This is an optimization exercise on Yosys and OpenROAD, whose aim is small area, not a production implementation. Only simulation tests tie the RTL to the original design; equivalence was not proved. Power and IR drop assume default switching activity.

==> quartz <==
Design z70_core, start of the top module:
module z70_core (
    input  wire       clk,
    input  wire       rst,
    input  wire [8:0] pend,
    output wire [7:0] mem_addr,
    output wire       mem_we,
    output wire [7:0] mem_wdata,
    input  wire [7:0] mem_rdata,
    output wire       halted,
    output wire       faulted,
    output wire [1:0] fault_cause,
    output wire [7:0] fault_pc,
    output wire [8:0] fault_info,
    output wire [7:0] reg_a,
    output wire [7:0] reg_b,
    output wire [7:0] reg_i,
    output wire [8:0] pc,
    output wire [4:0] flags
);
export LEC_CHECK = 0
export CAP_MARGIN = 20
export CORE_MARGIN = 2
export CORE_UTILIZATION = 70
export SLEW_MARGIN = 20
create_clock -name core_clock -period 8.5 [get_ports {clk}]
standard.sh (not shown) runs the stock make flow with config.mk's settings and CLKGATE_MAP_FILE= SYNTH_SCRIPT=/design/flow/synth_recipe.tcl, a recipe that flattens the netlist after the stock synthesis.
==> flow/flow/run.sh <==
#!/bin/bash
# The standard layout with these changes:
#  - synthesis maps logic with an area-oriented ABC script (flow/abc_area.script)
#    and leaves adders to ABC; the rest of synthesis, including how registers
#    are inferred and named, is the standard one
#  - plain buf_1 cells as the port buffers
#  - a clock tree of clkbuf_4 cells without dummy loads
set -euo pipefail
cp -r "$FLOW_HOME/scripts" my_scripts
cp flow/abc_area.script my_scripts/abc_area.script
bash standard.sh "SCRIPTS_DIR=$PWD/my_scripts" ABC_AREA=1 ADDER_MAP_FILE= synth > synth_make.log 2>&1
bash standard.sh \
  "BUFFER_PORTS_ARGS=-buffer_cell sky130_fd_sc_hd__buf_1" \
  "CTS_ARGS=-sink_clustering_enable -repair_clock_nets -buf_list sky130_fd_sc_hd__clkbuf_4 -root_buf sky130_fd_sc_hd__clkbuf_4 -dont_use_dummy_load" \
  finish > layout_make.log 2>&1
==> flow/flow/abc_area.script <==
strash
balance
rewrite
refactor
balance
rewrite
rewrite -z
balance
refactor -z
rewrite -z
balance
&get -n
&deepsyn -T 20
&put
dch -f
amap
topo
==> willow: changes against quartz <==
==> flow/design.v (replaced) <==
module z70_core (
    input  wire       clk,
    input  wire       rst,
    input  wire [8:0] pend,
    output wire [7:0] mem_addr,
    output wire       mem_we,
    output wire [7:0] mem_wdata,
    input  wire [7:0] mem_rdata,
    output wire       halted,
    output wire       faulted,
    output wire [1:0] fault_cause,
    output wire [7:0] fault_pc,
    output wire [8:0] fault_info,
    output wire [7:0] reg_a,
    output wire [7:0] reg_b,
    output wire [7:0] reg_i,
    output wire [8:0] pc,
    output wire [4:0] flags
);
    reg [1:0] oct;
    reg [2:0] cnt;
    reg       init;    
    reg       flt;     
    reg [7:0] ra, rb, ri, md, ir, pcl;
    reg       pc8, c;
    reg       f_of, f_cf, f_zf, f_pf, f_sf;
    wire first = (cnt == 3'd0);
    wire last  = (cnt == 3'd7);
    wire o0 = (oct == 2'd0);
    wire o1 = (oct == 2'd1);
    wire o2 = (oct == 2'd2);
    wire o3 = (oct == 2'd3);
    wire [3:0] op = ir[7:4];
    wire [3:0] m  = ir[3:0];
    wire is_bin = (op >= 4'h1) && (op <= 4'h6);
    wire is_uop = (op >= 4'h7) && (op <= 4'hB);
    wire is_un  = is_uop && (m[3:2] == 2'b00);
    wire is_jmp = (op == 4'hF) && (m <= 4'd5);
    wire is_nop = (ir == 8'hFF);
    wire legal  = is_bin || is_un || is_jmp || is_nop;
    wire extra  = is_jmp || (is_bin && (m == 4'h3 || m == 4'h4 || m == 4'h8 ||
                                        m == 4'h9 || m == 4'hC || m == 4'hF));
    wire ind    = is_bin ? (m == 4'h2 || m == 4'h7 || m == 4'hD || m == 4'hE)
                         : (is_un && m[1:0] == 2'd3);
    wire direct = is_bin && (m == 4'h4 || m == 4'h9 || m == 4'hF);
    wire s_b = (m == 4'h0) || (m == 4'hB) || (m == 4'hE);
    wire s_i = (m == 4'h1) || (m == 4'h6);
    wire s_m = (m == 4'h2) || (m == 4'h3) || (m == 4'h4) || (m == 4'h7) ||
               (m == 4'h8) || (m == 4'h9) || (m == 4'hC);
    reg [1:0] dsel, ssel;
    always @(*) begin
        if (is_bin) begin
            dsel = (m <= 4'h4) ? 2'd0 : (m <= 4'h9) ? 2'd1 : (m <= 4'hC) ? 2'd2 : 2'd3;
            ssel[1] = s_i | s_m;
            ssel[0] = s_b | s_m;
        end else begin
            dsel = m[1:0];
            ssel = 2'd0;
        end
    end
    wire o_add = (op == 4'h1);
    wire o_sub = (op == 4'h2) || (op == 4'h3);
    wire o_cmp = (op == 4'h3);
    wire o_lgc = (op == 4'h4) || (op == 4'h5);
    wire o_mov = (op == 4'h6);
    wire o_inc = (op == 4'h7);
    wire o_dec = (op == 4'h8);
    wire o_not = (op == 4'h9);
    wire o_shr = (op == 4'hA);
    wire o_shl = (op == 4'hB);
    wire wen   = (is_bin && !o_cmp) || is_un;
    wire fwen  = (is_bin && !o_mov) || (is_un && !o_not);
    wire memdst = (is_bin || is_un) && (dsel == 2'd3);
    reg d, s, dtap;
    always @(*) begin
        case (dsel)
            2'd0: begin d = ra[0]; dtap = ra[1]; end
            2'd1: begin d = rb[0]; dtap = rb[1]; end
            2'd2: begin d = ri[0]; dtap = ri[1]; end
            default: begin d = md[0]; dtap = md[1]; end
        endcase
        case (ssel)
            2'd0: s = ra[0];
            2'd1: s = rb[0];
            2'd2: s = ri[0];
            default: s = md[0];
        endcase
    end
    wire cin0 = o2 ? (o_sub | o_inc) : o0 ? 1'b1 : (flt | extra);
    wire ci   = first ? cin0 : c;
    wire sx   = o_sub ? ~s : o_inc ? 1'b0 : o_dec ? 1'b1 : s;
    wire sum  = d ^ sx ^ ci;
    wire cout = (d & sx) | (d & ci) | (sx & ci);
    reg r, cn;
    always @(*) begin
        r  = sum;
        cn = cout;
        case (op)
            4'h4: r = d & s;
            4'h5: r = d | s;
            4'h6: r = s;
            4'h9: r = ~d;
            4'hA: begin r = dtap & ~last; cn = r; end
            4'hB: begin r = ci; cn = d; end
            default: ;
        endcase
    end
    reg taken;
    always @(*) begin
        case (m[2:0])
            3'd0: taken = 1'b1;
            3'd1: taken = f_zf;
            3'd2: taken = f_sf;
            3'd3: taken = f_cf;
            3'd4: taken = f_of;
            default: taken = f_pf;
        endcase
    end
    wire [8:0] pcx = {pc8, pcl};
    wire [9:0] geq;
    assign geq[0] = 1'b1;
    genvar gi;
    generate
        for (gi = 0; gi < 9; gi = gi + 1) begin : g_ge
            assign geq[gi+1] = (pcx[gi] & ~pend[gi]) | ((pcx[gi] | ~pend[gi]) & geq[gi]);
        end
    endgenerate
    wire pc_ge = geq[9];
    wire at0  = o0 && first;
    wire stop = at0 && (pc_ge || flt);
    wire load_pc = o3 && (init || (is_jmp && taken && !flt));
    wire undo    = o3 && flt;
    wire pc_in   = load_pc ? (md[0] & ~init) : (pcl[0] ^ ci);
    wire pc_cn   = ci & (pcl[0] ^ undo);
    wire pcsh    = (o0 && !stop) || o3;
    assign reg_a   = ra;
    assign reg_b   = rb;
    assign reg_i   = ri;
    assign pc      = {pc8, pcl};
    assign flags   = {f_of, f_cf, f_zf, f_pf, f_sf};
    assign halted  = at0 && pc_ge;
    assign faulted = at0 && flt;
    assign fault_cause = legal ? 2'd1 : is_uop ? 2'd3 : 2'd2;
    assign fault_pc    = pcl;
    assign fault_info  = {legal & pend[8], md};
    wire alt = (cnt == 3'd1);
    assign mem_addr  = (alt && ind) ? ri : (alt && direct) ? mem_rdata : pcl;
    assign mem_we    = o3 && alt && memdst && wen && !flt && !init;
    assign mem_wdata = md;
    wire pass = o2 && !flt;
    wire sh   = pass || (o3 && init);
    wire wa   = pass && wen && (dsel == 2'd0);
    wire wb   = pass && wen && (dsel == 2'd1);
    wire wi   = pass && wen && (dsel == 2'd2);
    wire wm   = pass && wen && (dsel == 2'd3);
    always @(posedge clk) begin
        if (sh) begin
            ra <= {~init & (wa ? r : ra[0]), ra[7:1]};
            rb <= {~init & (wb ? r : rb[0]), rb[7:1]};
            ri <= {~init & (wi ? r : ri[0]), ri[7:1]};
        end
        if (pcsh)
            pcl <= {pc_in, pcl[7:1]};
        if ((o0 && alt) || (o1 && cnt == 3'd2 && !flt))
            md <= mem_rdata;
        else if (pass || (o3 && legal && (is_jmp || flt)))
            md <= {o3 ? pcl[0] : wm ? r : md[0], md[7:1]};
        if (o0 && alt)
            ir <= mem_rdata;
        c <= o2 ? cn : pc_cn;
        if ((o0 || o3) && last)
            pc8 <= load_pc ? 1'b0 : pc8 ^ pc_cn;
    end
    always @(posedge clk) begin
        if (rst) begin
            f_of <= 1'b0;
            f_cf <= 1'b0;
            f_zf <= 1'b0;
            f_pf <= 1'b0;
            f_sf <= 1'b0;
        end else if (pass && fwen) begin
            f_zf <= (first | f_zf) & ~r;
            f_pf <= (first | f_pf) ^ r;
            f_sf <= r;
            f_of <= ~o_lgc & (ci ^ cn);
            if (o_add || o_shl)
                f_cf <= cn;
            else if (o_sub)
                f_cf <= ~cn;
            else if (o_lgc)
                f_cf <= 1'b0;
            else if (o_shr && first)
                f_cf <= d;
        end
    end
    always @(posedge clk) begin
        if (rst) begin
            oct  <= 2'd3;
            cnt  <= 3'd0;
            init <= 1'b1;
            flt  <= 1'b0;
        end else if (!stop) begin
            {oct, cnt} <= {oct, cnt} + 5'd1;
            if (o3 && last)
                init <= 1'b0;
            if (o1 && first)
                flt <= !legal || (extra && pc_ge);
        end
    end
endmodule
==> summary of the runs <==
- willow completed with no timing, DRC or antenna violations. quartz completed without violations.
- In flip-flop and latch count, quartz and willow do not differ.
- Of willow and quartz, quartz has the higher power (gap about 2.5%, measured against quartz).
- Of willow and quartz, quartz has the higher worst hold slack (gap 0.94 ps).
- Against quartz, the die area of willow is lower by about 3%.
- In quartz the area after synthesis is larger than in willow, by 3.4%.
- In quartz the clock skew is lower than in willow, by 13 ps.
- Between willow and quartz, the lower worst setup slack is in willow (gap 380 ps).
- Of willow and quartz, willow has the higher critical path depth (gap 4).
==> figures <==
metric	quartz	willow
Result of the run	timing/DRC/antenna clean	timing/DRC/antenna clean
Master of the slowest instance on the critical path	sky130_fd_sc_hd__o21ai_0	sky130_fd_sc_hd__edfxtp_1
Met1 wire length	3330 microns	3370 microns
Mapped Avg Cell Area	8.90 sq um	9.42 sq um
Fraction of standard cell area that is sequential	47.6%	48.8%
Global-route wire length before repair	14800 microns	14100 microns
Power drawn by the sequential cells	362 uW	361 uW
1st-iter DRT viols	400	403
Multi-input logic area	1230 sq um	1150 sq um
Internal power of the cells	420 uW	414 uW
Non-clock buffer instance count of the final layout	94	96
Routed wire length	9500 microns	8830 microns
Via/cell ratio	6.56	6.46
Clock skew after layout	19.3 ps	32.1 ps
Met3 wire length	1100 microns	958 microns
HPWL after DPL	7150 microns	6440 microns
Minimum clock period	5230 ps	5610 ps
Number of logic stages on the critical path including buffering	9	13

-- re-timing with driven ports --
Ports are ideal in the flow. The routed layouts listed here were re-timed in OpenROAD. Step 1, drivers: a clkbuf_16 drives clk and a buf_2 each remaining input, both assumed. Step 2 times the ports against the registers' clock, not the clock port: input delays grow and output delays shrink by t, the midpoint of the rising clock arrivals with the driver on. Slacks: ideal ports / drivers / drivers and shift; pairs: ideal ports / drivers.
| run | shift t [ns] | slack for setup (ns) | clock arrival spread, ns | worst register clock-pin slew, ns | worst data-port slew with drivers (ns) |
|---|---|---|---|---|---|
| quartz | 0.422 | 3.268 / 3.242 / 3.458 | 0.020 / 0.019 | 0.10 / 0.10 | 0.05 |
| willow | 0.415 | 2.887 / 2.862 / 3.277 | 0.032 / 0.032 | 0.11 / 0.11 | 0.05 |
After both steps every run listed still meets setup and hold.
